What follows belongs to an exercise in optimizing a design on an open flow for a short achievable clock period and few clock cycles; a production flow would make more cautious choices. At most, simulation tests tie the RTL to the original design; equivalence was not proved. No activity file was given, so power comes from the tool's default toggle rates.

== job 4639 ==
## wh8_core
module wh8_core (
    input  wire       clk,
    input  wire       rst,
    input  wire       disp_valid,
    output wire       disp_ready,
    input  wire [1:0] disp_seg,
    input  wire [7:0] disp_pc,
    input  wire [7:0] disp_acc,
    input  wire [7:0] disp_x,
    input  wire [7:0] disp_y,
    input  wire       disp_z,
    input  wire [7:0] disp_ir,
    input  wire [7:0] disp_quantum,
    output wire       mem_req,
    output wire       mem_we,
    output wire [9:0] mem_addr,
    output wire [7:0] mem_wdata,
    input  wire       mem_ack,
    input  wire [7:0] mem_rdata,
    output wire       ret_valid,
    output wire       done_valid,
    output wire [2:0] done_cause,
    output wire [7:0] r_pc,
    output wire [7:0] r_acc,
    output wire [7:0] r_x,
    output wire [7:0] r_y,
    output wire       r_z,
    output wire [7:0] r_ir,
    output reg        con_valid,
    output wire [7:0] con_data
);
export LEC_CHECK = 0
export CAP_MARGIN = 20
export CORE_MARGIN = 2
export CORE_UTILIZATION = 30
export SETUP_SLACK_MARGIN = 3.0
export SLEW_MARGIN = 20
export DONT_USE_CELLS = sky130_fd_sc_hd__a2111o_1 sky130_fd_sc_hd__a2111o_2 sky130_fd_sc_hd__a2111o_4 sky130_fd_sc_hd__a2111oi_0 sky130_fd_sc_hd__a2111oi_1 sky130_fd_sc_hd__a2111oi_2 sky130_fd_sc_hd__a2111oi_4 sky130_fd_sc_hd__a221o_1 sky130_fd_sc_hd__a221o_2 sky130_fd_sc_hd__a221o_4 sky130_fd_sc_hd__a221oi_1 sky130_fd_sc_hd__a221oi_2 sky130_fd_sc_hd__a221oi_4 sky130_fd_sc_hd__a222oi_1 sky130_fd_sc_hd__a311o_1 sky130_fd_sc_hd__a311o_2 sky130_fd_sc_hd__a311o_4 sky130_fd_sc_hd__a311oi_1 sky130_fd_sc_hd__a311oi_2 sky130_fd_sc_hd__a311oi_4 sky130_fd_sc_hd__a32o_1 sky130_fd_sc_hd__a32o_2 sky130_fd_sc_hd__a32o_4 sky130_fd_sc_hd__a32oi_1 sky130_fd_sc_hd__a32oi_2 sky130_fd_sc_hd__a32oi_4 sky130_fd_sc_hd__a41o_1 sky130_fd_sc_hd__a41o_2 sky130_fd_sc_hd__a41o_4 sky130_fd_sc_hd__a41oi_1 sky130_fd_sc_hd__a41oi_2 sky130_fd_sc_hd__a41oi_4 sky130_fd_sc_hd__and4_1 sky130_fd_sc_hd__and4_2 sky130_fd_sc_hd__and4_4 sky130_fd_sc_hd__and4b_1 sky130_fd_sc_hd__and4b_2 sky130_fd_sc_hd__and4b_4 sky130_fd_sc_hd__and4bb_1 sky130_fd_sc_hd__and4bb_2 sky130_fd_sc_hd__and4bb_4 sky130_fd_sc_hd__nand4_1 sky130_fd_sc_hd__nand4_2 sky130_fd_sc_hd__nand4_4 sky130_fd_sc_hd__nand4b_1 sky130_fd_sc_hd__nand4b_2 sky130_fd_sc_hd__nand4b_4 sky130_fd_sc_hd__nand4bb_1 sky130_fd_sc_hd__nand4bb_2 sky130_fd_sc_hd__nand4bb_4 sky130_fd_sc_hd__nor3_1 sky130_fd_sc_hd__nor3_2 sky130_fd_sc_hd__nor3_4 sky130_fd_sc_hd__nor3b_1 sky130_fd_sc_hd__nor3b_2 sky130_fd_sc_hd__nor3b_4 sky130_fd_sc_hd__nor4_1 sky130_fd_sc_hd__nor4_2 sky130_fd_sc_hd__nor4_4 sky130_fd_sc_hd__nor4b_1 sky130_fd_sc_hd__nor4b_2 sky130_fd_sc_hd__nor4b_4 sky130_fd_sc_hd__nor4bb_1 sky130_fd_sc_hd__nor4bb_2 sky130_fd_sc_hd__nor4bb_4 sky130_fd_sc_hd__o2111a_1 sky130_fd_sc_hd__o2111a_2 sky130_fd_sc_hd__o2111a_4 sky130_fd_sc_hd__o2111ai_1 sky130_fd_sc_hd__o2111ai_2 sky130_fd_sc_hd__o2111ai_4 sky130_fd_sc_hd__o221a_1 sky130_fd_sc_hd__o221a_2 sky130_fd_sc_hd__o221a_4 sky130_fd_sc_hd__o221ai_1 sky130_fd_sc_hd__o221ai_2 sky130_fd_sc_hd__o221ai_4 sky130_fd_sc_hd__o311a_1 sky130_fd_sc_hd__o311a_2 sky130_fd_sc_hd__o311a_4 sky130_fd_sc_hd__o311ai_0 sky130_fd_sc_hd__o311ai_1 sky130_fd_sc_hd__o311ai_2 sky130_fd_sc_hd__o311ai_4 sky130_fd_sc_hd__o32a_1 sky130_fd_sc_hd__o32a_2 sky130_fd_sc_hd__o32a_4 sky130_fd_sc_hd__o32ai_1 sky130_fd_sc_hd__o32ai_2 sky130_fd_sc_hd__o32ai_4 sky130_fd_sc_hd__o41a_1 sky130_fd_sc_hd__o41a_2 sky130_fd_sc_hd__o41a_4 sky130_fd_sc_hd__o41ai_1 sky130_fd_sc_hd__o41ai_2 sky130_fd_sc_hd__o41ai_4 sky130_fd_sc_hd__or3_1 sky130_fd_sc_hd__or3_2 sky130_fd_sc_hd__or3_4 sky130_fd_sc_hd__or3b_1 sky130_fd_sc_hd__or3b_2 sky130_fd_sc_hd__or3b_4 sky130_fd_sc_hd__or4_1 sky130_fd_sc_hd__or4_2 sky130_fd_sc_hd__or4_4 sky130_fd_sc_hd__or4b_1 sky130_fd_sc_hd__or4b_2 sky130_fd_sc_hd__or4b_4 sky130_fd_sc_hd__or4bb_1 sky130_fd_sc_hd__or4bb_2 sky130_fd_sc_hd__or4bb_4  sky130_fd_sc_hd__fa_1 sky130_fd_sc_hd__fa_2 sky130_fd_sc_hd__fa_4 
create_clock -name core_clock -period 5.0 [get_ports {clk}]
standard.sh (not shown) runs the stock make flow with config.mk's settings and CLKGATE_MAP_FILE= SYNTH_SCRIPT=/design/flow/synth_recipe.tcl, a recipe that flattens the netlist after the stock synthesis.
==> flow/flow/run.sh <==
#!/bin/bash
# Layout flow: the standard flow (standard.sh), with slow many-input OR/NOR,
# AOI/OAI and AND4/NAND4 cells added to the platform's don't-use list so that
# synthesis maps the logic to faster cells. Flip-flop mapping is unchanged,
# so the registers are the standard synthesis's. Each tool's output is kept
# in orfs/logs/; make's own output goes to flow_make.log.
set -euo pipefail
here="$(pwd)"
cells="$(cat flow/dont_use.txt)"
printf '\nexport DONT_USE_CELLS = %s\n' "$cells" >> config.mk
bash standard.sh > "$here/flow_make.log" 2>&1
Other scripts of this flow, unchanged in this note and not shown: flow/flow/dont_use.txt
Job 4639 | stages: all done | timing, DRC, antenna: all pass
Testbench counts of job 4639, summed over its fixed seeds: cycles 416,322.
Changes in job 3922 relative to job 4639:
diff --git a/flow/design.v b/flow/design.v
--- a/flow/design.v
+++ b/flow/design.v
@@ -190,15 +190,14 @@
         end
     end
     wire       tk      = st_a1 & taken;                     
     wire       fs2     = st_f & d_sys & x_is2;              
     wire       s2c     = st_s2 & rd_nz;                     
     wire       pc_en   = start | st_f | st_a1 | st_a2;
     wire [7:0] pc_e    = start ? disp_pc : addr1;
-    wire [7:0] pc_d    = tk ? tgt : pc_e;
     wire       ir_en   = start | st_f;
     wire [7:0] ir_d    = start ? disp_ir : rd;
     wire       adc_go  = st_d & i_adc & ack;
     wire       acc_en  = start | (st_a1 & i_ldai) | (st_d & i_lda) | adc_go;
     wire [7:0] acc_sum = acc + rd;
     wire [7:0] acc_d   = (st_d & i_adc) ? acc_sum : start ? disp_acc : rd;
     wire       x_en    = start | (st_a1 & i_ldxi) | (st_d & i_ldx);
@@ -215,15 +214,15 @@
     wire [7:0] oaddr_e = addr_en ? addr_e : st_s1 ? pc : addr;
     wire [7:0] oaddr_d = (ack & tk) ? tgt : (ack & (fs2 | s2c)) ? (st_f ? y : addr1) : oaddr_e;
     wire [1:0] seg_d   = start ? disp_seg : seg;
     wire [7:0] inc_d   = rd + 8'd1;
     wire       inc_now = st_d & ack & i_inc;
     wire [7:0] q_d     = start ? disp_quantum : qleft - 8'd1;
     always @(posedge clk) begin
-        if (pc_en)  pc  <= pc_d;
+        if (pc_en)  pc  <= pc_e;
         if (ir_en)  ir  <= ir_d;
         if (acc_en) acc <= acc_d;
         if (x_en) begin
             x     <= x_d;
             x_is1 <= (x_d == 8'd1);
             x_is2 <= (x_d == 8'd2);
         end
Results
- Chip height for job 3922: 1.6% down relative to job 4639
- The total setup buffers inserted after CTS in job 4639 is 0.915 times that in job 3922.
- [compare] base=job 4639 new=job 3922: reported leakage power moved down; routed wire length moved down; post-synthesis instance area moved down; final instance count without filler cells moved down; sequential share of layout area moved up.
- | initial cell density of the core | lower: job 4639 |
No functional check of the RTL was part of job 3922.


== main ==
wh8_core, a different RTL version from the one above (not shown whole).
Size: ~1400 cells after synthesis, ~140 I/O pins.
export LEC_CHECK = 0
export CAP_MARGIN = 20
export CORE_MARGIN = 2
export CORE_UTILIZATION = 40
export SETUP_SLACK_MARGIN = 3.0
export SLEW_MARGIN = 20
export DONT_USE_CELLS = sky130_fd_sc_hd__a2111o_1 sky130_fd_sc_hd__a2111o_2 sky130_fd_sc_hd__a2111o_4 sky130_fd_sc_hd__a2111oi_0 sky130_fd_sc_hd__a2111oi_1 sky130_fd_sc_hd__a2111oi_2 sky130_fd_sc_hd__a2111oi_4 sky130_fd_sc_hd__a221o_1 sky130_fd_sc_hd__a221o_2 sky130_fd_sc_hd__a221o_4 sky130_fd_sc_hd__a221oi_1 sky130_fd_sc_hd__a221oi_2 sky130_fd_sc_hd__a221oi_4 sky130_fd_sc_hd__a222oi_1 sky130_fd_sc_hd__a311o_1 sky130_fd_sc_hd__a311o_2 sky130_fd_sc_hd__a311o_4 sky130_fd_sc_hd__a311oi_1 sky130_fd_sc_hd__a311oi_2 sky130_fd_sc_hd__a311oi_4 sky130_fd_sc_hd__a32o_1 sky130_fd_sc_hd__a32o_2 sky130_fd_sc_hd__a32o_4 sky130_fd_sc_hd__a32oi_1 sky130_fd_sc_hd__a32oi_2 sky130_fd_sc_hd__a32oi_4 sky130_fd_sc_hd__a41o_1 sky130_fd_sc_hd__a41o_2 sky130_fd_sc_hd__a41o_4 sky130_fd_sc_hd__a41oi_1 sky130_fd_sc_hd__a41oi_2 sky130_fd_sc_hd__a41oi_4 sky130_fd_sc_hd__and4_1 sky130_fd_sc_hd__and4_2 sky130_fd_sc_hd__and4_4 sky130_fd_sc_hd__and4b_1 sky130_fd_sc_hd__and4b_2 sky130_fd_sc_hd__and4b_4 sky130_fd_sc_hd__and4bb_1 sky130_fd_sc_hd__and4bb_2 sky130_fd_sc_hd__and4bb_4 sky130_fd_sc_hd__nand4_1 sky130_fd_sc_hd__nand4_2 sky130_fd_sc_hd__nand4_4 sky130_fd_sc_hd__nand4b_1 sky130_fd_sc_hd__nand4b_2 sky130_fd_sc_hd__nand4b_4 sky130_fd_sc_hd__nand4bb_1 sky130_fd_sc_hd__nand4bb_2 sky130_fd_sc_hd__nand4bb_4 sky130_fd_sc_hd__nor3_1 sky130_fd_sc_hd__nor3_2 sky130_fd_sc_hd__nor3_4 sky130_fd_sc_hd__nor3b_1 sky130_fd_sc_hd__nor3b_2 sky130_fd_sc_hd__nor3b_4 sky130_fd_sc_hd__nor4_1 sky130_fd_sc_hd__nor4_2 sky130_fd_sc_hd__nor4_4 sky130_fd_sc_hd__nor4b_1 sky130_fd_sc_hd__nor4b_2 sky130_fd_sc_hd__nor4b_4 sky130_fd_sc_hd__nor4bb_1 sky130_fd_sc_hd__nor4bb_2 sky130_fd_sc_hd__nor4bb_4 sky130_fd_sc_hd__o2111a_1 sky130_fd_sc_hd__o2111a_2 sky130_fd_sc_hd__o2111a_4 sky130_fd_sc_hd__o2111ai_1 sky130_fd_sc_hd__o2111ai_2 sky130_fd_sc_hd__o2111ai_4 sky130_fd_sc_hd__o221a_1 sky130_fd_sc_hd__o221a_2 sky130_fd_sc_hd__o221a_4 sky130_fd_sc_hd__o221ai_1 sky130_fd_sc_hd__o221ai_2 sky130_fd_sc_hd__o221ai_4 sky130_fd_sc_hd__o311a_1 sky130_fd_sc_hd__o311a_2 sky130_fd_sc_hd__o311a_4 sky130_fd_sc_hd__o311ai_0 sky130_fd_sc_hd__o311ai_1 sky130_fd_sc_hd__o311ai_2 sky130_fd_sc_hd__o311ai_4 sky130_fd_sc_hd__o32a_1 sky130_fd_sc_hd__o32a_2 sky130_fd_sc_hd__o32a_4 sky130_fd_sc_hd__o32ai_1 sky130_fd_sc_hd__o32ai_2 sky130_fd_sc_hd__o32ai_4 sky130_fd_sc_hd__o41a_1 sky130_fd_sc_hd__o41a_2 sky130_fd_sc_hd__o41a_4 sky130_fd_sc_hd__o41ai_1 sky130_fd_sc_hd__o41ai_2 sky130_fd_sc_hd__o41ai_4 sky130_fd_sc_hd__or3_1 sky130_fd_sc_hd__or3_2 sky130_fd_sc_hd__or3_4 sky130_fd_sc_hd__or3b_1 sky130_fd_sc_hd__or3b_2 sky130_fd_sc_hd__or3b_4 sky130_fd_sc_hd__or4_1 sky130_fd_sc_hd__or4_2 sky130_fd_sc_hd__or4_4 sky130_fd_sc_hd__or4b_1 sky130_fd_sc_hd__or4b_2 sky130_fd_sc_hd__or4b_4 sky130_fd_sc_hd__or4bb_1 sky130_fd_sc_hd__or4bb_2 sky130_fd_sc_hd__or4bb_4 
create_clock -name core_clock -period 5.0 [get_ports {clk}]
Scripts as last shown in full above: flow/flow/run.sh
Other scripts of this flow, unchanged in this note and not shown: flow/flow/dont_use.txt
Having completed the whole flow, main delivered a layout that passed the timing, design-rule and antenna checks.
Edits applied to the flow inputs when going from main to the feature branch:
--- a/flow/design.v
+++ b/flow/design.v
@@ -69,15 +69,14 @@
     reg st_f;       
     reg st_a1;      
     reg st_a2;      
     reg st_d;       
     reg st_w;       
     reg st_s1;      
     reg st_s2;      
-    reg st_fz;      
     reg [7:0] pc, acc, x, y, ir;
     reg       z;
     reg       x_is1, x_is2;    
     reg [1:0] seg;
     reg [7:0] qleft;      
     reg       q_is1, q_is2;    
     reg       qinf;       
@@ -87,15 +86,14 @@
     reg [7:0] incv;       
     reg       i_two;      
     reg       i_bne, i_ldai, i_ldxi, i_ldyi;
     reg       i_lda, i_ldx, i_ldy, i_adc, i_cpx, i_sta, i_inc;
     reg [7:0] lo;
     reg [1:0] d_h;
     reg [6:0] d_r;
-    reg [2:0] fcause_r;
     reg       d_n3, d_n1;      
     reg       s1_two;          
     reg       s1_first;        
     reg [7:0] ch3;
     reg       ret_r, done_r, rdy_r, req_r, we_r;
     reg [2:0] o_cause;
     reg [9:0] o_addr;
@@ -158,38 +156,36 @@
             st_f    <= 1'b0;
             st_a1   <= 1'b0;
             st_a2   <= 1'b0;
             st_d    <= 1'b0;
             st_w    <= 1'b0;
             st_s1   <= 1'b0;
             st_s2   <= 1'b0;
-            st_fz   <= 1'b0;
             req_r   <= 1'b0;
             we_r    <= 1'b0;
             ret_r   <= 1'b0;
             done_r  <= 1'b0;
             rdy_r   <= 1'b1;
             con_valid <= 1'b0;
         end else begin
-            st_idle <= (st_idle & ~disp_valid) | st_fz | stop_q;
-            rdy_r   <= (st_idle & ~disp_valid) | st_fz | stop_q;
-            req_r   <= start | (req_r & ~st_fz & ~stop_q);
-            st_fz   <= fault;
+            st_idle <= (st_idle & ~disp_valid) | fault | stop_q;
+            rdy_r   <= (st_idle & ~disp_valid) | fault | stop_q;
+            req_r   <= start | (req_r & ~fault & ~stop_q);
             st_f    <= start | (st_f & ~ack) | (retire & ~qlast);
             st_a1   <= (st_a1 & ~ack) | (f_go & d_args);
             st_a2   <= (st_a2 & ~ack) | (st_a1 & ack & i_two);
             st_d    <= (st_d & ~ack) | (st_a2 & ack & ~rd_nz);
             st_w    <= (st_w & ~ack) | (st_d & ack & i_inc);
             st_s1   <= (f_go & d_sys & x_is1 & ~d_n1) | (st_s1 & s1_two);
             s1_first <= st_f;
             st_s2   <= (st_s2 & ~(ack & (~rd_nz | a_ff))) | (f_go & d_sys & x_is2);
             we_r    <= (st_a2 & ack & i_sta & ~rd_nz) | (st_d & ~ack & we_r) |
                        (st_d & ack & i_inc) | (st_w & ~ack);
             ret_r   <= retire;
-            done_r  <= st_fz | stop_q;
+            done_r  <= fault | stop_q;
             con_valid <= (f_go & d_sys & x_is1) | st_s1 | (st_s2 & ack & rd_nz & ~a_ff);
         end
     end
     wire       tk      = st_a1 & taken;                     
     wire       fs2     = st_f & d_sys & x_is2;              
     wire       s2c     = st_s2 & rd_nz;                     
     wire       pc_en   = start | st_f | st_a1 | st_a2;
@@ -261,21 +257,20 @@
             i_sta  <= d_sta;
             i_inc  <= d_inc;
         end
         if (st_a1) lo <= rd;
         if (st_f) d_r <= y[6:0] - (d_h[1] ? 7'd72 : d_h[0] ? 7'd100 : 7'd0);
         if (st_f | st_s1) s1_two <= st_f & d_n3;
         if (st_s1) ch3 <= {4'h3, dec_ones(d_r)};
-        if (~st_fz) fcause_r <= fcause;
-        o_pc    <= tk ? tgt : st_fz ? 8'd0 : pc_en ? pc_e : pc;
-        o_ir    <= st_fz ? 8'd0 : ir_en  ? ir_d  : ir;
-        o_acc   <= adc_go ? acc_sum : st_fz ? 8'd0 : acc_en ? acc_d : acc;
-        o_x     <= st_fz ? 8'd0 : x_en   ? x_d   : x;
-        o_y     <= st_fz ? 8'd0 : y_en   ? y_d   : y;
-        o_z     <= st_fz ? 1'b0 : z_en   ? z_d   : z;
+        o_pc    <= tk ? tgt : fault ? 8'd0 : pc_en ? pc_e : pc;
+        o_ir    <= fault ? 8'd0 : ir_en  ? ir_d  : ir;
+        o_acc   <= adc_go ? acc_sum : fault ? 8'd0 : acc_en ? acc_d : acc;
+        o_x     <= fault ? 8'd0 : x_en   ? x_d   : x;
+        o_y     <= fault ? 8'd0 : y_en   ? y_d   : y;
+        o_z     <= fault ? 1'b0 : z_en   ? z_d   : z;
         o_addr  <= {seg_d, oaddr_d};
         o_wdata <= inc_now ? inc_d : st_w ? incv : acc;
-        o_cause <= st_fz ? fcause_r : C_QUANTUM;
+        o_cause <= fault ? fcause : C_QUANTUM;
         o_con   <= st_f  ? {4'h3, d_n3 ? {2'b00, d_h} : d_n1 ? y[3:0] : dec_tens(y[6:0])} :
                    st_s1 ? (s1_first ? {4'h3, d_n3 ? dec_tens(d_r) : dec_ones(d_r)} : ch3) : rd;
     end
 endmodule
Findings:
Wire length of the first global-routing pass for the feature branch: 2.9 mm up relative to main. Going from main to the feature branch, the reg-to-reg setup timing slack was found to have gone down by 0.05 ns. Summary of the feature branch over main: detailed-route via count +643, post-route cell area +760 um^2, pin count of the biggest net entering global routing -18%, die width +about 0.6%, count of standard-cell rows +1. Max largest incremental delay on the critical path across the feature branch and main: main. Summary: area of the die, the feature branch worse than main.
Function was not checked in any run of this note: the RTL went through the layout flow alone.

## re-timing with driven ports
The flow's constraints put no driver on any port. The routed layouts listed below were extracted and timed again, unchanged, in two steps. Step 1: set_driving_cell puts a clkbuf_16 on clk and a buf_2 on each other input, an assumption about the parent block. Step 2, shift: input delay + t, output delay - t, t = (earliest + latest rising clock arrival at the registers) / 2. This alone moves slack from input paths to output paths. Slacks: ideal ports / drivers / drivers and shift; pairs: ideal ports / drivers.
| run | t, ns | setup slack, ns | slew at the worst register clock pin (ns) |
|---|---|---|---|
| job 4639 | 0.604 | 2.852 / 2.854 / 2.253 | 0.06 / 0.06 |
| job 3922 | 0.601 | 2.811 / 2.829 / 2.228 | 0.07 / 0.07 |
| main | 0.581 | 2.666 / 2.654 / 2.073 | 0.07 / 0.07 |
| the feature branch | 0.499 | 2.520 / 2.494 / 1.994 | 0.09 / 0.09 |
After both steps every run listed still meets setup and hold. The setup slack of job 4639, which loses most, moves by +0.002 ns with the drivers and by -0.599 ns with both steps.
